From an optimization exercise on the open Yosys and OpenROAD flow, aimed at small area, a short achievable clock period and few clock cycles per item; shortcuts taken in it are not production practice. No functional check of the RTL was part of any run shown here. Power figures rest on the tool's default switching activity, not on a simulated workload.

File: flow/run.sh
#!/bin/bash
# synth_recipe.tcl (not shown) runs the flow's synth.tcl, then flattens the netlist and writes it again
# the make line also repeats each setting of config.mk as NAME=value (left out here)
make -C /OpenROAD-flow-scripts/flow DESIGN_CONFIG=/design/flow/config.mk WORK_HOME=/design/flow/orfs CLKGATE_MAP_FILE= SYNTH_SCRIPT=/design/flow/synth_recipe.tcl finish
File: flow/config.mk
export PLATFORM = sky130hd
export DESIGN_NAME = j1587_msgdec
export DESIGN_NICKNAME = j1587_msgdec
export VERILOG_FILES = /design/flow/design.v
export SDC_FILE = /design/flow/constraint.sdc
export NUM_CORES = 4
export LEC_CHECK = 0
export CAP_MARGIN = 20
export CORE_MARGIN = 2
export CORE_UTILIZATION = 40
export SLEW_MARGIN = 20
File: flow/constraint.sdc
create_clock -name core_clock -period 7.0 [get_ports {clk}]
set_input_delay 1.4000 -clock core_clock [delete_from_list [all_inputs] [get_ports {clk}]]
set_output_delay 1.4000 -clock core_clock [all_outputs]
set_load 0.01 [all_outputs]
File: flow/design.v
module j1587_msgdec (
    input  wire         clk,
    input  wire         rst,
    input  wire         start,
    input  wire [255:0] frame,
    input  wire [5:0]   frame_len,
    output reg          done,
    output reg  [3:0]   err,
    output reg  [7:0]   mid,
    output reg  [3:0]   nparams,
    output reg  [80:0]  par_pid,    
    output reg  [44:0]  par_pos,    
    output reg  [44:0]  par_dlen    
);
    localparam [3:0] E_NONE      = 4'd0;
    localparam [3:0] E_INV_PID   = 4'd1;
    localparam [3:0] E_INV_LEN   = 4'd3;
    localparam [3:0] E_TOO_LONG  = 4'd6;
    localparam [3:0] E_TRUNC     = 4'd7;
    localparam [3:0] E_CHECKSUM  = 4'd8;
    integer i;
    reg       busy;          
    reg [4:0] cpos;          
    reg [3:0] slot;          
    reg       page2;         
    reg       longr;         
    reg [1:0] perr;          
    reg [22:0] csum_q;   
    reg [7:0] pid_r  [0:8];
    reg [4:0] pos_r  [0:8];
    reg [4:0] dlen_r [0:8];
    wire [7:0] b0 = frame[7:0];
    wire [7:0] b1 = frame[15:8];
    wire [7:0] b2 = frame[23:16];
    wire [7:0] b3 = frame[31:24];
    wire pg_in = (frame_len > 6'd2) && (b1 == 8'hFF);
    wire [255:0] fm;
    genvar g;
    generate
        for (g = 0; g < 32; g = g + 1) begin : g_mask
            if (g < 4) begin : g_keep
                assign fm[8*g +: 8] = frame[8*g +: 8];
            end else begin : g_cut
                assign fm[8*g +: 8] = frame[8*g +: 8] & {8{frame_len > g}};
            end
        end
    endgenerate
    wire cs1 = fm[0] ^ fm[8] ^ fm[16];
    wire cs2 = (fm[0] & fm[8]) | (fm[0] & fm[16]) | (fm[8] & fm[16]);
    wire cs3 = fm[24] ^ fm[32] ^ fm[40];
    wire cs4 = (fm[24] & fm[32]) | (fm[24] & fm[40]) | (fm[32] & fm[40]);
    wire cs5 = fm[48] ^ fm[56] ^ fm[64];
    wire cs6 = (fm[48] & fm[56]) | (fm[48] & fm[64]) | (fm[56] & fm[64]);
    wire cs7 = fm[72] ^ fm[80] ^ fm[88];
    wire cs8 = (fm[72] & fm[80]) | (fm[72] & fm[88]) | (fm[80] & fm[88]);
    wire cs9 = fm[96] ^ fm[104] ^ fm[112];
    wire cs10 = (fm[96] & fm[104]) | (fm[96] & fm[112]) | (fm[104] & fm[112]);
    wire cs11 = fm[120] ^ fm[128] ^ fm[136];
    wire cs12 = (fm[120] & fm[128]) | (fm[120] & fm[136]) | (fm[128] & fm[136]);
    wire cs13 = fm[144] ^ fm[152] ^ fm[160];
    wire cs14 = (fm[144] & fm[152]) | (fm[144] & fm[160]) | (fm[152] & fm[160]);
    wire cs15 = fm[168] ^ fm[176] ^ fm[184];
    wire cs16 = (fm[168] & fm[176]) | (fm[168] & fm[184]) | (fm[176] & fm[184]);
    wire cs17 = fm[192] ^ fm[200] ^ fm[208];
    wire cs18 = (fm[192] & fm[200]) | (fm[192] & fm[208]) | (fm[200] & fm[208]);
    wire cs19 = fm[216] ^ fm[224] ^ fm[232];
    wire cs20 = (fm[216] & fm[224]) | (fm[216] & fm[232]) | (fm[224] & fm[232]);
    wire cs21 = fm[1] ^ fm[9] ^ fm[17];
    wire cs22 = (fm[1] & fm[9]) | (fm[1] & fm[17]) | (fm[9] & fm[17]);
    wire cs23 = fm[25] ^ fm[33] ^ fm[41];
    wire cs24 = (fm[25] & fm[33]) | (fm[25] & fm[41]) | (fm[33] & fm[41]);
    wire cs25 = fm[49] ^ fm[57] ^ fm[65];
    wire cs26 = (fm[49] & fm[57]) | (fm[49] & fm[65]) | (fm[57] & fm[65]);
    wire cs27 = fm[73] ^ fm[81] ^ fm[89];
    wire cs28 = (fm[73] & fm[81]) | (fm[73] & fm[89]) | (fm[81] & fm[89]);
    wire cs29 = fm[97] ^ fm[105] ^ fm[113];
    wire cs30 = (fm[97] & fm[105]) | (fm[97] & fm[113]) | (fm[105] & fm[113]);
    wire cs31 = fm[121] ^ fm[129] ^ fm[137];
    wire cs32 = (fm[121] & fm[129]) | (fm[121] & fm[137]) | (fm[129] & fm[137]);
    wire cs33 = fm[145] ^ fm[153] ^ fm[161];
    wire cs34 = (fm[145] & fm[153]) | (fm[145] & fm[161]) | (fm[153] & fm[161]);
    wire cs35 = fm[169] ^ fm[177] ^ fm[185];
    wire cs36 = (fm[169] & fm[177]) | (fm[169] & fm[185]) | (fm[177] & fm[185]);
    wire cs37 = fm[193] ^ fm[201] ^ fm[209];
    wire cs38 = (fm[193] & fm[201]) | (fm[193] & fm[209]) | (fm[201] & fm[209]);
    wire cs39 = fm[217] ^ fm[225] ^ fm[233];
    wire cs40 = (fm[217] & fm[225]) | (fm[217] & fm[233]) | (fm[225] & fm[233]);
    wire cs41 = fm[2] ^ fm[10] ^ fm[18];
    wire cs42 = (fm[2] & fm[10]) | (fm[2] & fm[18]) | (fm[10] & fm[18]);
    wire cs43 = fm[26] ^ fm[34] ^ fm[42];
    wire cs44 = (fm[26] & fm[34]) | (fm[26] & fm[42]) | (fm[34] & fm[42]);
    wire cs45 = fm[50] ^ fm[58] ^ fm[66];
    wire cs46 = (fm[50] & fm[58]) | (fm[50] & fm[66]) | (fm[58] & fm[66]);
    wire cs47 = fm[74] ^ fm[82] ^ fm[90];
    wire cs48 = (fm[74] & fm[82]) | (fm[74] & fm[90]) | (fm[82] & fm[90]);
    wire cs49 = fm[98] ^ fm[106] ^ fm[114];
    wire cs50 = (fm[98] & fm[106]) | (fm[98] & fm[114]) | (fm[106] & fm[114]);
    wire cs51 = fm[122] ^ fm[130] ^ fm[138];
    wire cs52 = (fm[122] & fm[130]) | (fm[122] & fm[138]) | (fm[130] & fm[138]);
    wire cs53 = fm[146] ^ fm[154] ^ fm[162];
    wire cs54 = (fm[146] & fm[154]) | (fm[146] & fm[162]) | (fm[154] & fm[162]);
    wire cs55 = fm[170] ^ fm[178] ^ fm[186];
    wire cs56 = (fm[170] & fm[178]) | (fm[170] & fm[186]) | (fm[178] & fm[186]);
    wire cs57 = fm[194] ^ fm[202] ^ fm[210];
    wire cs58 = (fm[194] & fm[202]) | (fm[194] & fm[210]) | (fm[202] & fm[210]);
    wire cs59 = fm[218] ^ fm[226] ^ fm[234];
    wire cs60 = (fm[218] & fm[226]) | (fm[218] & fm[234]) | (fm[226] & fm[234]);
    wire cs61 = fm[3] ^ fm[11] ^ fm[19];
    wire cs62 = (fm[3] & fm[11]) | (fm[3] & fm[19]) | (fm[11] & fm[19]);
    wire cs63 = fm[27] ^ fm[35] ^ fm[43];
    wire cs64 = (fm[27] & fm[35]) | (fm[27] & fm[43]) | (fm[35] & fm[43]);
    wire cs65 = fm[51] ^ fm[59] ^ fm[67];
    wire cs66 = (fm[51] & fm[59]) | (fm[51] & fm[67]) | (fm[59] & fm[67]);
    wire cs67 = fm[75] ^ fm[83] ^ fm[91];
    wire cs68 = (fm[75] & fm[83]) | (fm[75] & fm[91]) | (fm[83] & fm[91]);
    wire cs69 = fm[99] ^ fm[107] ^ fm[115];
    wire cs70 = (fm[99] & fm[107]) | (fm[99] & fm[115]) | (fm[107] & fm[115]);
    wire cs71 = fm[123] ^ fm[131] ^ fm[139];
    wire cs72 = (fm[123] & fm[131]) | (fm[123] & fm[139]) | (fm[131] & fm[139]);
    wire cs73 = fm[147] ^ fm[155] ^ fm[163];
    wire cs74 = (fm[147] & fm[155]) | (fm[147] & fm[163]) | (fm[155] & fm[163]);
    wire cs75 = fm[171] ^ fm[179] ^ fm[187];
    wire cs76 = (fm[171] & fm[179]) | (fm[171] & fm[187]) | (fm[179] & fm[187]);
    wire cs77 = fm[195] ^ fm[203] ^ fm[211];
    wire cs78 = (fm[195] & fm[203]) | (fm[195] & fm[211]) | (fm[203] & fm[211]);
    wire cs79 = fm[219] ^ fm[227] ^ fm[235];
    wire cs80 = (fm[219] & fm[227]) | (fm[219] & fm[235]) | (fm[227] & fm[235]);
    wire cs81 = fm[4] ^ fm[12] ^ fm[20];
    wire cs82 = (fm[4] & fm[12]) | (fm[4] & fm[20]) | (fm[12] & fm[20]);
    wire cs83 = fm[28] ^ fm[36] ^ fm[44];
    wire cs84 = (fm[28] & fm[36]) | (fm[28] & fm[44]) | (fm[36] & fm[44]);
    wire cs85 = fm[52] ^ fm[60] ^ fm[68];
    wire cs86 = (fm[52] & fm[60]) | (fm[52] & fm[68]) | (fm[60] & fm[68]);
    wire cs87 = fm[76] ^ fm[84] ^ fm[92];
    wire cs88 = (fm[76] & fm[84]) | (fm[76] & fm[92]) | (fm[84] & fm[92]);
    wire cs89 = fm[100] ^ fm[108] ^ fm[116];
    wire cs90 = (fm[100] & fm[108]) | (fm[100] & fm[116]) | (fm[108] & fm[116]);
    wire cs91 = fm[124] ^ fm[132] ^ fm[140];
    wire cs92 = (fm[124] & fm[132]) | (fm[124] & fm[140]) | (fm[132] & fm[140]);
    wire cs93 = fm[148] ^ fm[156] ^ fm[164];
    wire cs94 = (fm[148] & fm[156]) | (fm[148] & fm[164]) | (fm[156] & fm[164]);
    wire cs95 = fm[172] ^ fm[180] ^ fm[188];
    wire cs96 = (fm[172] & fm[180]) | (fm[172] & fm[188]) | (fm[180] & fm[188]);
    wire cs97 = fm[196] ^ fm[204] ^ fm[212];
    wire cs98 = (fm[196] & fm[204]) | (fm[196] & fm[212]) | (fm[204] & fm[212]);
    wire cs99 = fm[220] ^ fm[228] ^ fm[236];
    wire cs100 = (fm[220] & fm[228]) | (fm[220] & fm[236]) | (fm[228] & fm[236]);
    wire cs101 = fm[5] ^ fm[13] ^ fm[21];
    wire cs102 = (fm[5] & fm[13]) | (fm[5] & fm[21]) | (fm[13] & fm[21]);
    wire cs103 = fm[29] ^ fm[37] ^ fm[45];
    wire cs104 = (fm[29] & fm[37]) | (fm[29] & fm[45]) | (fm[37] & fm[45]);
    wire cs105 = fm[53] ^ fm[61] ^ fm[69];
    wire cs106 = (fm[53] & fm[61]) | (fm[53] & fm[69]) | (fm[61] & fm[69]);
    wire cs107 = fm[77] ^ fm[85] ^ fm[93];
    wire cs108 = (fm[77] & fm[85]) | (fm[77] & fm[93]) | (fm[85] & fm[93]);
    wire cs109 = fm[101] ^ fm[109] ^ fm[117];
    wire cs110 = (fm[101] & fm[109]) | (fm[101] & fm[117]) | (fm[109] & fm[117]);
    wire cs111 = fm[125] ^ fm[133] ^ fm[141];
    wire cs112 = (fm[125] & fm[133]) | (fm[125] & fm[141]) | (fm[133] & fm[141]);
    wire cs113 = fm[149] ^ fm[157] ^ fm[165];
    wire cs114 = (fm[149] & fm[157]) | (fm[149] & fm[165]) | (fm[157] & fm[165]);
    wire cs115 = fm[173] ^ fm[181] ^ fm[189];
    wire cs116 = (fm[173] & fm[181]) | (fm[173] & fm[189]) | (fm[181] & fm[189]);
    wire cs117 = fm[197] ^ fm[205] ^ fm[213];
    wire cs118 = (fm[197] & fm[205]) | (fm[197] & fm[213]) | (fm[205] & fm[213]);
    wire cs119 = fm[221] ^ fm[229] ^ fm[237];
    wire cs120 = (fm[221] & fm[229]) | (fm[221] & fm[237]) | (fm[229] & fm[237]);
    wire cs121 = fm[6] ^ fm[14] ^ fm[22];
    wire cs122 = (fm[6] & fm[14]) | (fm[6] & fm[22]) | (fm[14] & fm[22]);
    wire cs123 = fm[30] ^ fm[38] ^ fm[46];
    wire cs124 = (fm[30] & fm[38]) | (fm[30] & fm[46]) | (fm[38] & fm[46]);
    wire cs125 = fm[54] ^ fm[62] ^ fm[70];
    wire cs126 = (fm[54] & fm[62]) | (fm[54] & fm[70]) | (fm[62] & fm[70]);
    wire cs127 = fm[78] ^ fm[86] ^ fm[94];
    wire cs128 = (fm[78] & fm[86]) | (fm[78] & fm[94]) | (fm[86] & fm[94]);
    wire cs129 = fm[102] ^ fm[110] ^ fm[118];
    wire cs130 = (fm[102] & fm[110]) | (fm[102] & fm[118]) | (fm[110] & fm[118]);
    wire cs131 = fm[126] ^ fm[134] ^ fm[142];
    wire cs132 = (fm[126] & fm[134]) | (fm[126] & fm[142]) | (fm[134] & fm[142]);
    wire cs133 = fm[150] ^ fm[158] ^ fm[166];
    wire cs134 = (fm[150] & fm[158]) | (fm[150] & fm[166]) | (fm[158] & fm[166]);
    wire cs135 = fm[174] ^ fm[182] ^ fm[190];
    wire cs136 = (fm[174] & fm[182]) | (fm[174] & fm[190]) | (fm[182] & fm[190]);
    wire cs137 = fm[198] ^ fm[206] ^ fm[214];
    wire cs138 = (fm[198] & fm[206]) | (fm[198] & fm[214]) | (fm[206] & fm[214]);
    wire cs139 = fm[222] ^ fm[230] ^ fm[238];
    wire cs140 = (fm[222] & fm[230]) | (fm[222] & fm[238]) | (fm[230] & fm[238]);
    wire cs141 = fm[7] ^ fm[15] ^ fm[23];
    wire cs142 = fm[31] ^ fm[39] ^ fm[47];
    wire cs143 = fm[55] ^ fm[63] ^ fm[71];
    wire cs144 = fm[79] ^ fm[87] ^ fm[95];
    wire cs145 = fm[103] ^ fm[111] ^ fm[119];
    wire cs146 = fm[127] ^ fm[135] ^ fm[143];
    wire cs147 = fm[151] ^ fm[159] ^ fm[167];
    wire cs148 = fm[175] ^ fm[183] ^ fm[191];
    wire cs149 = fm[199] ^ fm[207] ^ fm[215];
    wire cs150 = fm[223] ^ fm[231] ^ fm[239];
    wire cs151 = cs1 ^ cs3 ^ cs5;
    wire cs152 = (cs1 & cs3) | (cs1 & cs5) | (cs3 & cs5);
    wire cs153 = cs7 ^ cs9 ^ cs11;
    wire cs154 = (cs7 & cs9) | (cs7 & cs11) | (cs9 & cs11);
    wire cs155 = cs13 ^ cs15 ^ cs17;
    wire cs156 = (cs13 & cs15) | (cs13 & cs17) | (cs15 & cs17);
    wire cs157 = cs19 ^ fm[240] ^ fm[248];
    wire cs158 = (cs19 & fm[240]) | (cs19 & fm[248]) | (fm[240] & fm[248]);
    wire cs159 = cs2 ^ cs4 ^ cs6;
    wire cs160 = (cs2 & cs4) | (cs2 & cs6) | (cs4 & cs6);
    wire cs161 = cs8 ^ cs10 ^ cs12;
    wire cs162 = (cs8 & cs10) | (cs8 & cs12) | (cs10 & cs12);
    wire cs163 = cs14 ^ cs16 ^ cs18;
    wire cs164 = (cs14 & cs16) | (cs14 & cs18) | (cs16 & cs18);
    wire cs165 = cs20 ^ cs21 ^ cs23;
    wire cs166 = (cs20 & cs21) | (cs20 & cs23) | (cs21 & cs23);
    wire cs167 = cs25 ^ cs27 ^ cs29;
    wire cs168 = (cs25 & cs27) | (cs25 & cs29) | (cs27 & cs29);
    wire cs169 = cs31 ^ cs33 ^ cs35;
    wire cs170 = (cs31 & cs33) | (cs31 & cs35) | (cs33 & cs35);
    wire cs171 = cs37 ^ cs39 ^ fm[241];
    wire cs172 = (cs37 & cs39) | (cs37 & fm[241]) | (cs39 & fm[241]);
    wire cs173 = cs22 ^ cs24 ^ cs26;
    wire cs174 = (cs22 & cs24) | (cs22 & cs26) | (cs24 & cs26);
    wire cs175 = cs28 ^ cs30 ^ cs32;
    wire cs176 = (cs28 & cs30) | (cs28 & cs32) | (cs30 & cs32);
    wire cs177 = cs34 ^ cs36 ^ cs38;
    wire cs178 = (cs34 & cs36) | (cs34 & cs38) | (cs36 & cs38);
    wire cs179 = cs40 ^ cs41 ^ cs43;
    wire cs180 = (cs40 & cs41) | (cs40 & cs43) | (cs41 & cs43);
    wire cs181 = cs45 ^ cs47 ^ cs49;
    wire cs182 = (cs45 & cs47) | (cs45 & cs49) | (cs47 & cs49);
    wire cs183 = cs51 ^ cs53 ^ cs55;
    wire cs184 = (cs51 & cs53) | (cs51 & cs55) | (cs53 & cs55);
    wire cs185 = cs57 ^ cs59 ^ fm[242];
    wire cs186 = (cs57 & cs59) | (cs57 & fm[242]) | (cs59 & fm[242]);
    wire cs187 = cs42 ^ cs44 ^ cs46;
    wire cs188 = (cs42 & cs44) | (cs42 & cs46) | (cs44 & cs46);
    wire cs189 = cs48 ^ cs50 ^ cs52;
    wire cs190 = (cs48 & cs50) | (cs48 & cs52) | (cs50 & cs52);
    wire cs191 = cs54 ^ cs56 ^ cs58;
    wire cs192 = (cs54 & cs56) | (cs54 & cs58) | (cs56 & cs58);
    wire cs193 = cs60 ^ cs61 ^ cs63;
    wire cs194 = (cs60 & cs61) | (cs60 & cs63) | (cs61 & cs63);
    wire cs195 = cs65 ^ cs67 ^ cs69;
    wire cs196 = (cs65 & cs67) | (cs65 & cs69) | (cs67 & cs69);
    wire cs197 = cs71 ^ cs73 ^ cs75;
    wire cs198 = (cs71 & cs73) | (cs71 & cs75) | (cs73 & cs75);
    wire cs199 = cs77 ^ cs79 ^ fm[243];
    wire cs200 = (cs77 & cs79) | (cs77 & fm[243]) | (cs79 & fm[243]);
    wire cs201 = cs62 ^ cs64 ^ cs66;
    wire cs202 = (cs62 & cs64) | (cs62 & cs66) | (cs64 & cs66);
    wire cs203 = cs68 ^ cs70 ^ cs72;
    wire cs204 = (cs68 & cs70) | (cs68 & cs72) | (cs70 & cs72);
    wire cs205 = cs74 ^ cs76 ^ cs78;
    wire cs206 = (cs74 & cs76) | (cs74 & cs78) | (cs76 & cs78);
    wire cs207 = cs80 ^ cs81 ^ cs83;
    wire cs208 = (cs80 & cs81) | (cs80 & cs83) | (cs81 & cs83);
    wire cs209 = cs85 ^ cs87 ^ cs89;
    wire cs210 = (cs85 & cs87) | (cs85 & cs89) | (cs87 & cs89);
    wire cs211 = cs91 ^ cs93 ^ cs95;
    wire cs212 = (cs91 & cs93) | (cs91 & cs95) | (cs93 & cs95);
    wire cs213 = cs97 ^ cs99 ^ fm[244];
    wire cs214 = (cs97 & cs99) | (cs97 & fm[244]) | (cs99 & fm[244]);
    wire cs215 = cs82 ^ cs84 ^ cs86;
    wire cs216 = (cs82 & cs84) | (cs82 & cs86) | (cs84 & cs86);
    wire cs217 = cs88 ^ cs90 ^ cs92;
    wire cs218 = (cs88 & cs90) | (cs88 & cs92) | (cs90 & cs92);
    wire cs219 = cs94 ^ cs96 ^ cs98;
    wire cs220 = (cs94 & cs96) | (cs94 & cs98) | (cs96 & cs98);
    wire cs221 = cs100 ^ cs101 ^ cs103;
    wire cs222 = (cs100 & cs101) | (cs100 & cs103) | (cs101 & cs103);
    wire cs223 = cs105 ^ cs107 ^ cs109;
    wire cs224 = (cs105 & cs107) | (cs105 & cs109) | (cs107 & cs109);
    wire cs225 = cs111 ^ cs113 ^ cs115;
    wire cs226 = (cs111 & cs113) | (cs111 & cs115) | (cs113 & cs115);
    wire cs227 = cs117 ^ cs119 ^ fm[245];
    wire cs228 = (cs117 & cs119) | (cs117 & fm[245]) | (cs119 & fm[245]);
    wire cs229 = cs102 ^ cs104 ^ cs106;
    wire cs230 = (cs102 & cs104) | (cs102 & cs106) | (cs104 & cs106);
    wire cs231 = cs108 ^ cs110 ^ cs112;
    wire cs232 = (cs108 & cs110) | (cs108 & cs112) | (cs110 & cs112);
    wire cs233 = cs114 ^ cs116 ^ cs118;
    wire cs234 = (cs114 & cs116) | (cs114 & cs118) | (cs116 & cs118);
    wire cs235 = cs120 ^ cs121 ^ cs123;
    wire cs236 = (cs120 & cs121) | (cs120 & cs123) | (cs121 & cs123);
    wire cs237 = cs125 ^ cs127 ^ cs129;
    wire cs238 = (cs125 & cs127) | (cs125 & cs129) | (cs127 & cs129);
    wire cs239 = cs131 ^ cs133 ^ cs135;
    wire cs240 = (cs131 & cs133) | (cs131 & cs135) | (cs133 & cs135);
    wire cs241 = cs137 ^ cs139 ^ fm[246];
    wire cs242 = (cs137 & cs139) | (cs137 & fm[246]) | (cs139 & fm[246]);
    wire cs243 = cs122 ^ cs124 ^ cs126;
    wire cs244 = cs128 ^ cs130 ^ cs132;
    wire cs245 = cs134 ^ cs136 ^ cs138;
    wire cs246 = cs140 ^ cs141 ^ cs142;
    wire cs247 = cs143 ^ cs144 ^ cs145;
    wire cs248 = cs146 ^ cs147 ^ cs148;
    wire cs249 = cs149 ^ cs150 ^ fm[247];
    wire cs250 = cs151 ^ cs153 ^ cs155;
    wire cs251 = (cs151 & cs153) | (cs151 & cs155) | (cs153 & cs155);
    wire cs252 = cs152 ^ cs154 ^ cs156;
    wire cs253 = (cs152 & cs154) | (cs152 & cs156) | (cs154 & cs156);
    wire cs254 = cs158 ^ cs159 ^ cs161;
    wire cs255 = (cs158 & cs159) | (cs158 & cs161) | (cs159 & cs161);
    wire cs256 = cs163 ^ cs165 ^ cs167;
    wire cs257 = (cs163 & cs165) | (cs163 & cs167) | (cs165 & cs167);
    wire cs258 = cs169 ^ cs171 ^ fm[249];
    wire cs259 = (cs169 & cs171) | (cs169 & fm[249]) | (cs171 & fm[249]);
    wire cs260 = cs160 ^ cs162 ^ cs164;
    wire cs261 = (cs160 & cs162) | (cs160 & cs164) | (cs162 & cs164);
    wire cs262 = cs166 ^ cs168 ^ cs170;
    wire cs263 = (cs166 & cs168) | (cs166 & cs170) | (cs168 & cs170);
    wire cs264 = cs172 ^ cs173 ^ cs175;
    wire cs265 = (cs172 & cs173) | (cs172 & cs175) | (cs173 & cs175);
    wire cs266 = cs177 ^ cs179 ^ cs181;
    wire cs267 = (cs177 & cs179) | (cs177 & cs181) | (cs179 & cs181);
    wire cs268 = cs183 ^ cs185 ^ fm[250];
    wire cs269 = (cs183 & cs185) | (cs183 & fm[250]) | (cs185 & fm[250]);
    wire cs270 = cs174 ^ cs176 ^ cs178;
    wire cs271 = (cs174 & cs176) | (cs174 & cs178) | (cs176 & cs178);
    wire cs272 = cs180 ^ cs182 ^ cs184;
    wire cs273 = (cs180 & cs182) | (cs180 & cs184) | (cs182 & cs184);
    wire cs274 = cs186 ^ cs187 ^ cs189;
    wire cs275 = (cs186 & cs187) | (cs186 & cs189) | (cs187 & cs189);
    wire cs276 = cs191 ^ cs193 ^ cs195;
    wire cs277 = (cs191 & cs193) | (cs191 & cs195) | (cs193 & cs195);
    wire cs278 = cs197 ^ cs199 ^ fm[251];
    wire cs279 = (cs197 & cs199) | (cs197 & fm[251]) | (cs199 & fm[251]);
    wire cs280 = cs188 ^ cs190 ^ cs192;
    wire cs281 = (cs188 & cs190) | (cs188 & cs192) | (cs190 & cs192);
    wire cs282 = cs194 ^ cs196 ^ cs198;
    wire cs283 = (cs194 & cs196) | (cs194 & cs198) | (cs196 & cs198);
    wire cs284 = cs200 ^ cs201 ^ cs203;
    wire cs285 = (cs200 & cs201) | (cs200 & cs203) | (cs201 & cs203);
    wire cs286 = cs205 ^ cs207 ^ cs209;
    wire cs287 = (cs205 & cs207) | (cs205 & cs209) | (cs207 & cs209);
    wire cs288 = cs211 ^ cs213 ^ fm[252];
    wire cs289 = (cs211 & cs213) | (cs211 & fm[252]) | (cs213 & fm[252]);
    wire cs290 = cs202 ^ cs204 ^ cs206;
    wire cs291 = (cs202 & cs204) | (cs202 & cs206) | (cs204 & cs206);
    wire cs292 = cs208 ^ cs210 ^ cs212;
    wire cs293 = (cs208 & cs210) | (cs208 & cs212) | (cs210 & cs212);
    wire cs294 = cs214 ^ cs215 ^ cs217;
    wire cs295 = (cs214 & cs215) | (cs214 & cs217) | (cs215 & cs217);
    wire cs296 = cs219 ^ cs221 ^ cs223;
    wire cs297 = (cs219 & cs221) | (cs219 & cs223) | (cs221 & cs223);
    wire cs298 = cs225 ^ cs227 ^ fm[253];
    wire cs299 = (cs225 & cs227) | (cs225 & fm[253]) | (cs227 & fm[253]);
    wire cs300 = cs216 ^ cs218 ^ cs220;
    wire cs301 = (cs216 & cs218) | (cs216 & cs220) | (cs218 & cs220);
    wire cs302 = cs222 ^ cs224 ^ cs226;
    wire cs303 = (cs222 & cs224) | (cs222 & cs226) | (cs224 & cs226);
    wire cs304 = cs228 ^ cs229 ^ cs231;
    wire cs305 = (cs228 & cs229) | (cs228 & cs231) | (cs229 & cs231);
    wire cs306 = cs233 ^ cs235 ^ cs237;
    wire cs307 = (cs233 & cs235) | (cs233 & cs237) | (cs235 & cs237);
    wire cs308 = cs239 ^ cs241 ^ fm[254];
    wire cs309 = (cs239 & cs241) | (cs239 & fm[254]) | (cs241 & fm[254]);
    wire cs310 = cs230 ^ cs232 ^ cs234;
    wire cs311 = cs236 ^ cs238 ^ cs240;
    wire cs312 = cs242 ^ cs243 ^ cs244;
    wire cs313 = cs245 ^ cs246 ^ cs247;
    wire cs314 = cs248 ^ cs249 ^ fm[255];
    wire cs315 = cs251 ^ cs252 ^ cs254;
    wire cs316 = (cs251 & cs252) | (cs251 & cs254) | (cs252 & cs254);
    wire cs317 = cs253 ^ cs255 ^ cs257;
    wire cs318 = (cs253 & cs255) | (cs253 & cs257) | (cs255 & cs257);
    wire cs319 = cs259 ^ cs260 ^ cs262;
    wire cs320 = (cs259 & cs260) | (cs259 & cs262) | (cs260 & cs262);
    wire cs321 = cs264 ^ cs266 ^ cs268;
    wire cs322 = (cs264 & cs266) | (cs264 & cs268) | (cs266 & cs268);
    wire cs323 = cs261 ^ cs263 ^ cs265;
    wire cs324 = (cs261 & cs263) | (cs261 & cs265) | (cs263 & cs265);
    wire cs325 = cs267 ^ cs269 ^ cs270;
    wire cs326 = (cs267 & cs269) | (cs267 & cs270) | (cs269 & cs270);
    wire cs327 = cs272 ^ cs274 ^ cs276;
    wire cs328 = (cs272 & cs274) | (cs272 & cs276) | (cs274 & cs276);
    wire cs329 = cs271 ^ cs273 ^ cs275;
    wire cs330 = (cs271 & cs273) | (cs271 & cs275) | (cs273 & cs275);
    wire cs331 = cs277 ^ cs279 ^ cs280;
    wire cs332 = (cs277 & cs279) | (cs277 & cs280) | (cs279 & cs280);
    wire cs333 = cs282 ^ cs284 ^ cs286;
    wire cs334 = (cs282 & cs284) | (cs282 & cs286) | (cs284 & cs286);
    wire cs335 = cs281 ^ cs283 ^ cs285;
    wire cs336 = (cs281 & cs283) | (cs281 & cs285) | (cs283 & cs285);
    wire cs337 = cs287 ^ cs289 ^ cs290;
    wire cs338 = (cs287 & cs289) | (cs287 & cs290) | (cs289 & cs290);
    wire cs339 = cs292 ^ cs294 ^ cs296;
    wire cs340 = (cs292 & cs294) | (cs292 & cs296) | (cs294 & cs296);
    wire cs341 = cs291 ^ cs293 ^ cs295;
    wire cs342 = (cs291 & cs293) | (cs291 & cs295) | (cs293 & cs295);
    wire cs343 = cs297 ^ cs299 ^ cs300;
    wire cs344 = (cs297 & cs299) | (cs297 & cs300) | (cs299 & cs300);
    wire cs345 = cs302 ^ cs304 ^ cs306;
    wire cs346 = (cs302 & cs304) | (cs302 & cs306) | (cs304 & cs306);
    wire cs347 = cs301 ^ cs303 ^ cs305;
    wire cs348 = cs307 ^ cs309 ^ cs310;
    wire cs349 = cs311 ^ cs312 ^ cs313;
    wire cs350 = cs315 ^ cs256 ^ cs258;
    wire cs351 = (cs315 & cs256) | (cs315 & cs258) | (cs256 & cs258);
    wire cs352 = cs316 ^ cs317 ^ cs319;
    wire cs353 = (cs316 & cs317) | (cs316 & cs319) | (cs317 & cs319);
    wire cs354 = cs318 ^ cs320 ^ cs322;
    wire cs355 = (cs318 & cs320) | (cs318 & cs322) | (cs320 & cs322);
    wire cs356 = cs323 ^ cs325 ^ cs327;
    wire cs357 = (cs323 & cs325) | (cs323 & cs327) | (cs325 & cs327);
    wire cs358 = cs324 ^ cs326 ^ cs328;
    wire cs359 = (cs324 & cs326) | (cs324 & cs328) | (cs326 & cs328);
    wire cs360 = cs329 ^ cs331 ^ cs333;
    wire cs361 = (cs329 & cs331) | (cs329 & cs333) | (cs331 & cs333);
    wire cs362 = cs330 ^ cs332 ^ cs334;
    wire cs363 = (cs330 & cs332) | (cs330 & cs334) | (cs332 & cs334);
    wire cs364 = cs335 ^ cs337 ^ cs339;
    wire cs365 = (cs335 & cs337) | (cs335 & cs339) | (cs337 & cs339);
    wire cs366 = cs336 ^ cs338 ^ cs340;
    wire cs367 = (cs336 & cs338) | (cs336 & cs340) | (cs338 & cs340);
    wire cs368 = cs341 ^ cs343 ^ cs345;
    wire cs369 = (cs341 & cs343) | (cs341 & cs345) | (cs343 & cs345);
    wire cs370 = cs342 ^ cs344 ^ cs346;
    wire cs371 = cs347 ^ cs348 ^ cs349;
    wire cs372 = cs351 ^ cs352 ^ cs321;
    wire cs373 = (cs351 & cs352) | (cs351 & cs321) | (cs352 & cs321);
    wire cs374 = cs353 ^ cs354 ^ cs356;
    wire cs375 = (cs353 & cs354) | (cs353 & cs356) | (cs354 & cs356);
    wire cs376 = cs355 ^ cs357 ^ cs358;
    wire cs377 = (cs355 & cs357) | (cs355 & cs358) | (cs357 & cs358);
    wire cs378 = cs359 ^ cs361 ^ cs362;
    wire cs379 = (cs359 & cs361) | (cs359 & cs362) | (cs361 & cs362);
    wire cs380 = cs363 ^ cs365 ^ cs366;
    wire cs381 = (cs363 & cs365) | (cs363 & cs366) | (cs365 & cs366);
    wire cs382 = cs367 ^ cs369 ^ cs370;
    wire [22:0] csum_d = {cs314, cs371, cs382, cs381, cs308, cs368, cs380, cs379, cs298, cs364, cs378, cs377, cs288, cs360, cs376, cs375, cs278, cs374, cs373, cs372, cs350, cs157, cs250};
    wire cs383 = csum_q[4] ^ csum_q[5] ^ csum_q[6];
    wire cs384 = (csum_q[4] & csum_q[5]) | (csum_q[4] & csum_q[6]) | (csum_q[5] & csum_q[6]);
    wire cs385 = csum_q[7] ^ csum_q[8] ^ csum_q[9];
    wire cs386 = (csum_q[7] & csum_q[8]) | (csum_q[7] & csum_q[9]) | (csum_q[8] & csum_q[9]);
    wire cs387 = csum_q[11] ^ csum_q[12] ^ csum_q[13];
    wire cs388 = (csum_q[11] & csum_q[12]) | (csum_q[11] & csum_q[13]) | (csum_q[12] & csum_q[13]);
    wire cs389 = csum_q[15] ^ csum_q[16] ^ csum_q[17];
    wire cs390 = (csum_q[15] & csum_q[16]) | (csum_q[15] & csum_q[17]) | (csum_q[16] & csum_q[17]);
    wire cs391 = csum_q[19] ^ csum_q[20] ^ csum_q[21];
    wire cs392 = cs384 ^ cs385 ^ csum_q[10];
    wire cs393 = (cs384 & cs385) | (cs384 & csum_q[10]) | (cs385 & csum_q[10]);
    wire cs394 = cs386 ^ cs387 ^ csum_q[14];
    wire cs395 = (cs386 & cs387) | (cs386 & csum_q[14]) | (cs387 & csum_q[14]);
    wire cs396 = cs388 ^ cs389 ^ csum_q[18];
    wire cs397 = (cs388 & cs389) | (cs388 & csum_q[18]) | (cs389 & csum_q[18]);
    wire cs398 = cs390 ^ cs391 ^ csum_q[22];
    wire csum_bad = (csum_q[0] ^ csum_q[1]) |
                    (csum_q[2] ^ 1'b0 ^ (csum_q[0] | csum_q[1])) |
                    (csum_q[3] ^ 1'b0 ^ (csum_q[2] | 1'b0)) |
                    (cs383 ^ 1'b0 ^ (csum_q[3] | 1'b0)) |
                    (cs392 ^ 1'b0 ^ (cs383 | 1'b0)) |
                    (cs393 ^ cs394 ^ (cs392 | 1'b0)) |
                    (cs395 ^ cs396 ^ (cs393 | cs394)) |
                    (cs397 ^ cs398 ^ (cs395 | cs396));
    function [13:0] step;
        input [4:0] p;
        input [7:0] l;
        input [7:0] n;
        input [6:0] u;       
        reg       e;
        reg [1:0] c;
        reg       f;
        reg [4:0] dl;
        reg [4:0] nx;
        reg [4:0] r2;
        begin
            e  = 1'b0;
            c  = 2'd2;
            f  = 1'b0;
            dl = 5'd1;
            nx = p + 5'd2;
            r2 = u[4:0] - 5'd2;
            if (u[6] || u == 7'd0) begin
                e = 1'b1;
            end else if (l == 8'hFF) begin
                e = 1'b1;
                c = 2'd1;
            end else if (!l[7]) begin
                e = (u[4:0] < 5'd2);
                f = (u[4:0] == 5'd2);
            end else if (!l[6]) begin
                e  = (u[4:0] < 5'd3);
                f  = (u[4:0] == 5'd3);
                dl = 5'd2;
                nx = p + 5'd3;
            end else if (l != 8'hFE) begin
                e  = (u[4:0] < 5'd2) || (n > {3'b000, r2});
                f  = (n == {3'b000, r2});
                dl = n[4:0];
                nx = p + 5'd2 + n[4:0];
            end else begin
                e  = (u[4:0] < 5'd2);
                f  = 1'b1;
                dl = r2;
            end
            step = {e, c, f, dl, nx};
        end
    endfunction
    wire [13:0] st1 = step(5'd1, b1, b2, {1'b0, frame_len} - 7'd2);
    wire [13:0] st2 = step(5'd2, b2, b3, {1'b0, frame_len} - 7'd3);
    wire [7:0]  lm  = frame[{cpos, 3'b000} +: 8];
    wire [7:0]  nm  = frame[{cpos + 5'd1, 3'b000} +: 8];
    wire [13:0] stm = step(cpos, lm, nm, {1'b0, frame_len} - {2'b00, cpos} - 7'd1);
    wire [13:0] s  = start ? (pg_in ? st2 : st1) : stm;
    wire [7:0]  l  = start ? (pg_in ? b2 : b1) : lm;
    wire [3:0]  k  = start ? 4'd0 : slot;
    wire       s_err  = s[13];
    wire [1:0] s_code = s[12:11];
    wire       s_fin  = s[10];
    wire [4:0] s_dl   = s[9:5];
    wire [4:0] s_next = s[4:0];
    wire act = start | busy;
    wire fin = act & (s_err | s_fin);
    always @(posedge clk) begin
        mid    <= b0;
        page2  <= pg_in;
        longr  <= (frame_len > 6'd21);
        csum_q <= csum_d;
        if (rst) begin
            busy <= 1'b0;
            done <= 1'b0;
        end else begin
            busy <= act & ~fin;
            done <= fin;
        end
        if (act) begin
            cpos <= s_next;
            slot <= k + 4'd1;
            perr <= s_err ? s_code : 2'd0;
            for (i = 0; i < 9; i = i + 1)
                if (k == i) begin
                    pid_r[i]  <= l;
                    pos_r[i]  <= cpos;
                    dlen_r[i] <= s_dl;
                end
        end
    end
    always @* begin
        case (perr)
            2'd1:    err = E_INV_PID;
            2'd2:    err = E_TRUNC;
            2'd3:    err = E_INV_LEN;
            default: err = csum_bad ? E_CHECKSUM : (longr ? E_TOO_LONG : E_NONE);
        endcase
        nparams = slot;
        for (i = 0; i < 9; i = i + 1) begin
            par_pid[9*i +: 9]  = {page2, pid_r[i]};
            par_pos[5*i +: 5]  = (i == 0) ? {3'b000, page2, ~page2} : pos_r[i];
            par_dlen[5*i +: 5] = dlen_r[i];
        end
    end
endmodule
==> impl_metrics.py, run 1 <==
metrics = {
    "run_status": {
        "outcome": "finished clean",
    },
    "setup_path": {
        "crit_path_end_kind": "register",
        "crit_path_frequent_cell": "fa_1",
        "ff2ff_path_depth": 14,
        "crit_slowest_cell": "fa_1",
        "crit_type": "in -> reg",
        "rr_startpoint": "cpos[1]",
        "cp_num_buf_inv": 4,
        "crit_family": "adder cells",
        "crit_required_ns": 7.41,
        "worst_path_largest_cell_delay_ns": 0.55,
        "r2r_slack_ns": 1.55,
        "r2r_end": "cpos[4]",
        "cp_max_fo": 8,
        "worstPathArrival_ns": 6.68,
        "startpoint_type": "input pin",
        "path_cells": "clkdlybuf4s50_1 > inv_1 > ha_1 > nand2b_1 > o21ai_0 > nand2b_1 > and2_1 > fa_1 > fa_1 > inv_1 > fa_1 > fa_1 > fa_1 > inv_1 > fa_1",
    },
    "route": {
        "wire_per_inst_um": 29.43,
        "drc": 0,
        "drt_iter0_markers": 1656,
        "via_per_inst": 5.827,
        "firstDrtPassIters": 5,
        "vias": 16350,
        "drt_wl_total_um": 82580,
        "ant_nets": 0,
    },
    "finish": {
        "area_growth_pct": 32.99,
        "fin_cells": 2806,
        "layout-drive-gt1-share": 0.1137,
        "post-route-util": 0.5412,
        "diodes": 0,
        "final_nets": 2687,
    },
    "placement": {
        "dpl.cell_count": 2764,
        "gp_congestion": 0.9911,
        "pre_cts_ws_ns": 0.2600,
        "portBuffers": 449,
        "dp_hpwl_um": 66500,
    },
    "yosys": {
        "synth_edf_count": 168,
        "ys_async_sr_fraction": 0,
        "synth_top_area_share": 0.2657,
        "synthSimpleGateAreaFrac": 0.1226,
        "synth.most_common_cell": "nand2_1",
        "synth-main-ff-cell": "edfxtp_1",
        "synth_cell_types": 71,
        "yosysTopAreaCell": "edfxtp_1",
        "yosysWarnings": 4,
        "ys_seq_area_frac": 0.3026,
        "synth_xor_xnor_area_share": 0.04382,
        "synth_top_family_by_area": "adder cells",
        "synth.area.top_cells": "edfxtp_1, fa_1, mux4_2, nand2_1, inv_1",
        "synth_area_sq_um": 18990,
        "avgSynthCellArea_sq_um": 11.08,
        "synthAdderAreaFrac": 0.2317,
        "synth.area.mux_share": 0.1476,
        "synth_compound_area_frac": 0.08507,
        "synth_common_cells": "nand2_1, inv_1, fa_1, edfxtp_1, mux4_2",
        "synth-seq-cells": 203,
        "synthCells": 1714,
    },
    "pwr": {
        "vdd.ir_drop.worst_mv": 0.2268,
        "p_int_mw": 5.118,
        "swShare": 0.4514,
        "p_leak_nw": 10.00,
        "switchingPower_mw": 4.212,
        "powerDensity_nw_per_um2": 369.5,
        "comb_power_share": 0.675,
        "clkPwrFrac": 0.139,
        "sequentialPowerShare": 0.185,
    },
    "clock_tree": {
        "h-tree-depth": 1,
        "cts.sink_count": 203,
        "post_cts_resized": 0,
        "clkTransAtPathRegs_ns": 0.07,
        "cts_hold_buf": 0,
        "clk_latency_ns": 0.53,
        "clockBufferDepth": 3,
        "numCtsBuffers": 23,
        "cts_setup_buffers": 0,
        "cts_tree": "built",
        "cts-root-buf": "clkbuf_16",
    },
    "min_path": {
        "hp-class": "reg -> reg",
        "worstHoldEndpoint": "slot[0]",
        "whs_path_depth": 1,
        "min_from": "slot[0]",
    },
    "sta": {
        "period_share": 0.8957,
        "setup_slack_ns": 0.7298,
        "tns_ns": 0,
        "tightest_slew_ns": 1.111,
        "slew_headroom": 0.2560,
        "setup_viol": 0,
        "grt_setup_unrepaired": "no",
        "layout_min_cycle_time_ns": 6.270,
        "fmax_mhz": 159.5,
        "hold_viol": 0,
        "finClkSkew_ns": 0.01138,
        "slew_viol_final": 0,
    },
    "global_routing": {
        "grt_pass1_wl_um": 119900,
        "grt_max_degree": 54,
        "grt_overflow": 0,
        "grt.total_usage": 0.3371,
        "antenna_found_initial": 1,
        "grt_pass1_vias": 16830,
    },
    "floorplanning": {
        "std_cell_rows": 79,
        "die_y_um": 221.9,
        "start_util": 0.4070,
        "die_w_um": 221.9,
        "dieArea_sq_um": 49230,
        "ios": 453,
        "core-area_sq_um": 46650,
    },
    "job": {
        "maxCapViolCount": 0,
    },
}
-- layout by cell type (no fill, tap or decap), types with 7 or more instances in the layout --
cell / netlist / final
edfxtp_1: 168 / 168
a22o_1: 9 / 9
o211ai_1: 10 / 10
a21oi_1: 58 / 58
xor2_1: 22 / 22
xnor2_1: 73 / 71
and2_1: 71 / 70
inv_1: 199 / 199
clkbuf_16: 0 / 23
o221ai_1: 11 / 11
nor3_1: 24 / 24
nor2b_1: 20 / 15
ha_1: 54 / 53
a31oi_1: 9 / 9
mux2i_1: 37 / 37
mux4_2: 105 / 105
a22oi_1: 10 / 10
nand4_1: 7 / 7
a211oi_1: 11 / 11
o22ai_1: 11 / 11
a21o_1: 14 / 14
buf_4: 24 / 78
nand3_1: 21 / 21
nor2_1: 59 / 58
clkdlybuf4s50_1: 0 / 449
o21ai_0: 43 / 42
nand2b_1: 20 / 20
dfxtp_1: 35 / 35
fa_1: 186 / 186
nand2_1: 239 / 239
a41oi_1: 8 / 8
-- power by group through the flow --
stage               Sequential (mW)  Clock [mW]  Combinational (mW)
floorplan                      1.76           0                4.14
global placement               1.76           0                6.08
detailed placement             1.75           0                6.18
CTS                            1.73        1.31                6.25
global route                   1.74        1.36                6.93
finish                         1.73        1.30                6.30
-- worst max-delay path by stage --
stage | end | startpoint | cells past startpoint
2_1_floorplan | csum_q[3] | frame_len[0] | 18
3_5_place_dp | csum_q[3] | frame_len[1] | 15
5_1_grt | csum_q[3] | frame_len[1] | 17
4_1_cts | csum_q[3] | frame_len[1] | 15
3_3_place_gp | csum_q[3] | frame_len[1] | 15
6_report | csum_q[3] | frame_len[1] | 15
-- cell type report --
| cell class | instances | area, sq um |
|---|---|---|
| sequential | 203 | 5746 |
| multi-input combinational | 1223 | 12060 |
| clock inverter | 14 | 207.7 |
| tap | 607 | 759.5 |
| timing repair buffer | 529 | 5115 |
| clock buffer | 28 | 604.3 |
| fill | 4122 | 21400 |
| inverter | 202 | 758.2 |
-- cells by family after synthesis --
group / after synthesis
buffers and inverters: 290
AND/OR/NAND/NOR: 494
other: 1
adder cells (fa/ha/maj): 240
AO/OA/AOI/OAI: 243
XOR/XNOR: 95
multiplexers: 148
flip-flops: 203
-- metrics by stage --
step | hold WS (ns) | cell area, sq um | power [mW]
after global placement | 0.6719 | 24420 | 7.833
after detailed placement | 0.6967 | 24440 | 7.930
final | 0.6951 | 25250 | 9.330
after global routing | 0.7224 | 25250 | 10.04
after CTS | 0.7027 | 25250 | 9.291
after floorplan | 0.5476 | 18990 | 5.897
-- worst register-to-register path, delay by kind of cell (launching register included) --
family	cells	cell delay, ns
AOI/OAI and AO/OA	5	0.99
xor gates and xnor gates	1	0.12
adders and majority gates	2	1.36
buffers and inverters	1	0.39
DFF	1	0.70
muxes	2	1.21
and+or+nand+nor	3	0.51
-- layer usage --
layer,GRT usage,up-vias,share of wire
met2,0.5605,1074,0.47
li1,-,6897,-
met5,0,-,0
met1,0.4320,8186,0.38
met4,0.1506,0,0.052
met3,0.06030,194,0.092
-- state kept, by name, summed over array words and instances (netlist names) --
| name | count |
|---|---|
| pid_r | 72 |
| slot | 4 |
| done | 1 |
| perr | 2 |
| mid | 8 |
| csum_q | 23 |
| pos_r | 40 |
| longr | 1 |
| dlen_r | 45 |
| cpos | 5 |
| busy | 1 |
| page2 | 1 |
==> run 2: changes to the inputs <==
--- a/flow/config.mk
+++ b/flow/config.mk
@@ -10,2 +10,3 @@
 export CORE_UTILIZATION = 40
+export SETUP_SLACK_MARGIN = 2.5
 export SLEW_MARGIN = 20
==> impl_metrics.py, run 2 <==
metrics = {
    "setup_path": {
        "crit_required_ns": 7.51,
        "worstPathArrival_ns": 5.78,
        "worst_path_largest_cell_delay_ns": 0.53,
        "cp_num_buf_inv": 7,
        "crit_slowest_cell": "fa_2",
        "startpoint_type": "input pin",
        "cp_max_fo": 5,
        "crit_family": "adder cells",
        "path_cells": "buf_8 > buf_12 > ha_4 > a211o_4 > o21ai_4 > buf_12 > buf_8 > nand2_4 > fa_1 > fa_1 > inv_1 > fa_2 > inv_2 > fa_2 > fa_1 > inv_2 > fa_2",
        "crit_type": "in -> reg",
        "crit_path_end_kind": "register",
    },
    "yosys": {
        "synthAdderAreaFrac": 0.2317,
        "synth_cell_types": 71,
        "synth_top_family_by_area": "adder cells",
        "yosysTopAreaCell": "edfxtp_1",
        "ys_seq_area_frac": 0.3026,
        "synth_compound_area_frac": 0.08507,
        "synth.most_common_cell": "nand2_1",
        "synth.area.top_cells": "edfxtp_1, fa_1, mux4_2, nand2_1, inv_1",
        "synth_edf_count": 168,
        "synth_common_cells": "nand2_1, inv_1, fa_1, edfxtp_1, mux4_2",
        "synth-main-ff-cell": "edfxtp_1",
        "avgSynthCellArea_sq_um": 11.08,
        "synth_xor_xnor_area_share": 0.04382,
        "synth-seq-cells": 203,
        "yosysWarnings": 4,
        "ys_async_sr_fraction": 0,
        "synth_top_area_share": 0.2657,
        "synthSimpleGateAreaFrac": 0.1226,
        "synth_area_sq_um": 18990,
        "synth.area.mux_share": 0.1476,
        "synthCells": 1714,
    },
    "route": {
        "vias": 17080,
        "drc": 0,
        "wire_per_inst_um": 30.03,
        "firstDrtPassIters": 5,
        "drt_wl_total_um": 86710,
        "via_per_inst": 5.915,
        "ant_nets": 0,
        "drt_iter0_markers": 1545,
    },
    "finish": {
        "final_cell_mix": "clkdlybuf4s50_1, nand2_1, inv_1",
        "largestRegisters": "pid_r: 72 flops, dlen_r: 45 flops, pos_r: 40 flops",
        "area_growth_pct": 42.48,
        "largest_reg_flops": 72,
        "top_register": "pid_r",
        "layout-drive-gt1-share": 0.2240,
        "final_nets": 2767,
        "layout_commonest_cell": "clkdlybuf4s50_1",
    },
    "sta": {
        "slew_headroom": 0.1998,
        "fmax_mhz": 189.6,
        "setup_viol": 0,
        "hold_viol": 0,
        "period_share": 0.7533,
        "finClkSkew_ns": 0.03659,
        "tightest_slew_ns": 1.195,
        "slew_viol_final": 0,
        "layout_min_cycle_time_ns": 5.273,
        "setup_slack_ns": 1.727,
        "grt_setup_unrepaired": "yes",
        "tns_ns": 0,
    },
    "global_routing": {
        "antenna_found_initial": 2,
        "grt_pass1_vias": 17480,
        "grt_pass1_wl_um": 124200,
        "grt.total_usage": 0.3498,
        "grt_max_degree": 72,
        "grt_overflow": 0,
    },
    "clock_tree": {
        "numCtsBuffers": 25,
        "cts.sink_count": 203,
        "cts-root-buf": "clkbuf_16",
        "cts_tree": "built",
        "clk_latency_ns": 0.57,
        "cts_hold_buf": 0,
        "clkTransAtPathRegs_ns": 0.07,
        "h-tree-depth": 1,
        "clockBufferDepth": 3,
    },
    "placement": {
        "portBuffers": 449,
        "gp_congestion": 1.017,
        "pre_cts_ws_ns": 0.3051,
        "dp_hpwl_um": 65950,
    },
    "floorplanning": {
        "start_util": 0.4070,
        "dieArea_sq_um": 49230,
        "ios": 453,
        "core-area_sq_um": 46650,
        "die_y_um": 221.9,
        "std_cell_rows": 79,
        "die_w_um": 221.9,
    },
    "run_status": {
        "outcome": "finished clean",
    },
    "min_path": {
        "hp-class": "reg -> reg",
    },
    "pwr": {
        "p_leak_nw": 10.88,
        "powerDensity_nw_per_um2": 378.3,
        "vdd.ir_drop.worst_mv": 0.2739,
    },
    "job": {
        "maxCapViolCount": 0,
    },
}
[run 2: cell types whose count changed in the layout (fill, tap and decap cells not counted), moves of 25 or more]
cell	change
clkdlybuf4s50_1	-51
buf_4	+33
dlygate4sd2_1	+25
fa_1	-41
nand2_1	-33
fa_2	+41
[run 2: cell families (layout without fill, tap and decap cells)]
logic type / after synthesis / count (layout)
fa+ha+maj: 240 / 240
compound gates: 243 / 243
flops: 203 / 203
buf+inv: 290 / 851
simple gates: 494 / 494
other cells: 1 / 6
xor+xnor: 95 / 95
mux: 148 / 148
[run 2: worst paths after layout]
path             endpoint  slack, ns  cells past startpoint         start
min           pos_r[4][1]       0.66                      1       cpos[1]
max             csum_q[5]       1.73                     17  frame_len[1]
min reg2reg   pos_r[4][1]       0.66                      1       cpos[1]
max reg2reg  dlen_r[3][1]       2.61                     10       cpos[1]
[run 2: area by class of cell]
type / instances / area [sq um]
fill: 3962 / 19600
sequential: 203 / 5748
antenna: 3 / 7.507
tap: 607 / 759.5
inverter: 202 / 783.3
timing repair buffer: 607 / 6155
clock buffer: 26 / 629.4
clock inverter: 16 / 177.7
multi-input combinational: 1223 / 12790
[run 2: through the flow]
stage | power, mW | cells | area (sq um) | util | hold WS (ns)
global placement | 7.923 | 2756 | 24600 | 0.5273 | 0.6780
CTS | 9.710 | 2855 | 26470 | 0.5674 | 0.7108
detailed placement | 8.023 | 2756 | 24600 | 0.5273 | 0.6987
floorplan | 6.058 | 1716 | 19400 | - | 0.5476
global route | 10.86 | 2886 | 27050 | 0.5798 | 0.6875
finish | 10.23 | 2887 | 27050 | 0.5799 | 0.6586
[run 2: worst register-to-register path: cells and delay by family, from the launching register on]
kind | cells | cell delay [ns]
AND/OR/NAND/NOR | 3 | 1.63
AO/OA/AOI/OAI | 4 | 1.20
buffers and inverters | 2 | 0.81
flip-flops | 1 | 0.39
multiplexers | 1 | 0.11
[run 2: repair_timing]
item,CTS,global route
pin swaps,59,57
buffers inserted,53,29
gates cloned,4,0
gates resized for setup,201,92
setup endpoints to repair,78,71
[run 2: layer usage]
layer | global-route usage | wire length (um) | vias to the layer above
li1 | - | - | 7070
met1 | 0.4448 | 32770 | 8524
met2 | 0.5573 | 39080 | 1220
met3 | 0.08428 | 9352 | 262
met4 | 0.1813 | 5506 | 0
met5 | 0 | 0 | -
[run 2: power by group]
part           total (mW)  internal [mW]  switching (mW)
combinational        7.21           3.19            4.02
sequential           1.71           1.64          0.0772
clock                1.31          0.742           0.571
==> run 3: changes to the inputs <==
==> flow/flow/run.sh (new file) <==
#!/bin/bash
# The standard layout, with plain buffers (buf_1) on the ports instead of
# the flow's default port buffer cell.
export BUFFER_PORTS_ARGS="-buffer_cell sky130_fd_sc_hd__buf_1"
bash standard.sh > standard.log 2>&1
==> flow/standard.sh (new file) <==
#!/bin/bash
# synth_recipe.tcl (not shown) runs the flow's synth.tcl, then flattens the netlist and writes it again
# the make line also repeats each setting of config.mk as NAME=value (left out here)
make -C /OpenROAD-flow-scripts/flow DESIGN_CONFIG=/design/flow/config.mk WORK_HOME=/design/flow/orfs CLKGATE_MAP_FILE= SYNTH_SCRIPT=/design/flow/synth_recipe.tcl "${@:-finish}"
removed: flow/run.sh
==> impl_metrics.py, run 3 <==
metrics = {
    "setup_path": {
        "rr_startpoint": "cpos[0]",
        "r2r_slack_ns": 2.61,
        "cp_max_fo": 8,
        "crit_type": "in -> reg",
        "ff2ff_path_depth": 16,
        "worstPathArrival_ns": 5.69,
        "crit_path_end_kind": "register",
        "crit_required_ns": 7.42,
        "startpoint_type": "input pin",
        "r2r_end": "cpos[4]",
    },
    "yosys": {
        "synth.area.top_cells": "edfxtp_1, fa_1, mux4_2, nand2_1, inv_1",
        "synth.most_common_cell": "nand2_1",
        "avgSynthCellArea_sq_um": 11.08,
        "ys_seq_area_frac": 0.3026,
        "synth_top_area_share": 0.2657,
        "ys_async_sr_fraction": 0,
        "synth_common_cells": "nand2_1, inv_1, fa_1, edfxtp_1, mux4_2",
        "yosysWarnings": 4,
        "synth-main-ff-cell": "edfxtp_1",
        "synth_cell_types": 71,
        "synth_area_sq_um": 18990,
        "synth_edf_count": 168,
        "synthCells": 1714,
        "synth-seq-cells": 203,
        "yosysTopAreaCell": "edfxtp_1",
    },
    "route": {
        "ant_nets": 0,
        "firstDrtPassIters": 6,
        "drt_wl_total_um": 81850,
        "vias": 17130,
        "drc": 0,
        "via_per_inst": 5.959,
        "wire_per_inst_um": 28.48,
        "drt_iter0_markers": 1751,
    },
    "floorplanning": {
        "start_util": 0.4070,
        "std_cell_rows": 79,
        "core-area_sq_um": 46650,
        "die_y_um": 221.9,
        "die_w_um": 221.9,
        "ios": 453,
        "dieArea_sq_um": 49230,
    },
    "clock_tree": {
        "h-tree-depth": 1,
        "clk_latency_ns": 0.55,
        "numCtsBuffers": 23,
        "clockBufferDepth": 3,
        "cts-root-buf": "clkbuf_16",
        "clkTransAtPathRegs_ns": 0.06,
        "cts_tree": "built",
        "cts.sink_count": 203,
    },
    "finish": {
        "final_cell_mix": "buf_1, nand2_1, inv_1",
        "largest_reg_flops": 72,
        "layout-drive-gt1-share": 0.2023,
        "layout_commonest_cell": "buf_1",
        "final_nets": 2753,
        "largestRegisters": "pid_r: 72 flops, dlen_r: 45 flops, pos_r: 40 flops",
        "area_growth_pct": 26.39,
        "top_register": "pid_r",
        "n_fill_cell": 4274,
    },
    "pwr": {
        "swShare": 0.4615,
        "sequentialPowerShare": 0.173,
        "vdd.ir_drop.worst_mv": 0.2977,
        "p_leak_nw": 9.372,
        "comb_power_share": 0.698,
        "clkPwrFrac": 0.129,
        "switchingPower_mw": 4.558,
        "p_int_mw": 5.319,
        "powerDensity_nw_per_um2": 411.6,
    },
    "min_path": {
        "whs_path_depth": 2,
        "hp-class": "reg -> reg",
        "min_from": "busy",
        "worstHoldEndpoint": "cpos[0]",
    },
    "sta": {
        "slew_headroom": 0.2694,
        "finClkSkew_ns": 0.01224,
        "layout_min_cycle_time_ns": 5.273,
        "fmax_mhz": 189.6,
        "setup_viol": 0,
        "hold_viol": 0,
        "grt_setup_unrepaired": "yes",
        "hold_ws_ns": 0.6828,
        "tns_ns": 0,
        "tightest_slew_ns": 1.095,
        "period_share": 0.7533,
        "slew_viol_final": 0,
    },
    "placement": {
        "portBuffers": 449,
        "dp_hpwl_um": 61570,
        "gp_congestion": 0.9763,
    },
    "job": {
        "maxCapViolCount": 0,
    },
    "global_routing": {
        "grt_pass1_vias": 17340,
        "grt_pass1_wl_um": 117200,
        "grt.total_usage": 0.3259,
        "grt_max_degree": 47,
        "antenna_found_initial": 8,
        "grt_overflow": 0,
    },
    "run_status": {
        "outcome": "finished clean",
    },
}
run 3: power groups by stage:
stage / combinational [mW] / clock (mW) / sequential (mW)
6_report: 6.90 / 1.27 / 1.71
5_1_grt: 7.50 / 1.33 / 1.72
4_1_cts: 6.58 / 1.28 / 1.72
3_5_place_dp: 6.10 / 0 / 1.76
3_3_place_gp: 5.97 / 0 / 1.76
2_1_floorplan: 4.30 / 0 / 1.76
run 3: worst max-delay path: stages:
cell	delay (ns)
buf_1	0.11
inv_2	0.21
nand2_1	0.20
a21oi_2	0.26
nand2_1	0.11
buf_6	0.19
and2_1	0.19
fa_1	0.49
fa_1	0.55
inv_1	0.06
fa_2	0.40
fa_1	0.53
fa_1	0.50
inv_1	0.05
fa_1	0.44
run 3: worst max-delay path by stage:
stage | start | end | slack [ns] | cells past startpoint
4_1_cts | frame_len[1] | csum_q[3] | 1.77 | 15
2_1_floorplan | frame_len[0] | csum_q[5] | 1.60 | 20
5_1_grt | frame_len[1] | csum_q[3] | 1.65 | 15
3_5_place_dp | frame_len[1] | csum_q[5] | 0.60 | 15
3_3_place_gp | frame_len[2] | csum_q[3] | 0.72 | 15
6_report | frame_len[3] | csum_q[3] | 1.73 | 15
run 3: final cells by class:
type / count / area, sq um / share of cell area
clock buffers: 24 / 579.3 / 0.02414
clock inverters: 17 / 195.2 / 0.008134
flip-flops and latches: 203 / 5747 / 0.2395
multi-input cells: 1223 / 12710 / 0.5297
diodes: 3 / 7.507 / 0.0003128
well taps: 607 / 759.5 / 0.03165
repair buffers: 595 / 3212 / 0.1338
inverters: 202 / 785.8 / 0.03274
run 3: cells by family after synthesis:
logic type | synth area share
AOI/OAI and AO/OA | 0.08508
buffers and inverters | 0.06643
muxes | 0.1476
and+or+nand+nor | 0.1226
adders and majority gates | 0.2317
xor gates and xnor gates | 0.04382
DFF | 0.3026
other | 0.0001975
run 3: stage by stage:
stage / util / setup WS (ns) / area (sq um) / std cells / total power [mW]
after floorplan: - / 1.602 / 19400 / 1716 / 6.058
after global placement: 0.4643 / 0.7160 / 21660 / 2737 / 7.732
after detailed placement: 0.4646 / 0.5963 / 21680 / 2738 / 7.862
after CTS: 0.5038 / 1.772 / 23510 / 2842 / 9.585
after global routing: 0.5143 / 1.654 / 23990 / 2873 / 10.56
final: 0.5143 / 1.727 / 24000 / 2874 / 9.876
run 3: what timing repair did:
action / 4_1_cts / 5_1_grt
endpoints found under the setup margin: 73 / 71
gates cloned: 2 / 2
gates resized for setup: 117 / 61
hold buffers: 0 / 0
setup buffers: 61 / 27
pin swaps: 46 / 21
run 3: metal layers:
layer / global-route usage / routed length, um
met1: 0.4061 / 29730
met2: 0.5263 / 37680
met3: 0.08985 / 9683
met4: 0.1556 / 4678
met5: 0 / 72

[afterwards: timing with drivers on the ports]
No port has a modelled driver above. Below, the same layouts with a new extraction and two added sets of constraints. Step 1 assumes that a clkbuf_16 drives the clock port and a buf_2 every other input. Step 2, shift: input delay + t, output delay - t, t = (earliest + latest rising clock arrival at the registers) / 2. This alone moves slack from input paths to output paths. a / b / c = ideal / step 1 / step 2; a / b = the first two.
| run | t (ns) | setup slack, ns | pins driven straight from the clock port |
|---|---|---|---|
| run 1 | 0.577 | 0.730 / 0.753 / 0.175 | 1 |
| run 2 | 0.605 | 1.727 / 1.731 / 1.126 | 1 |
| run 3 | 0.599 | 1.727 / 1.732 / 1.134 | 1 |
After both steps every run listed still meets setup and hold. The setup slack of run 2, which loses most, moves by +0.004 ns with the drivers and by -0.601 ns with both steps.
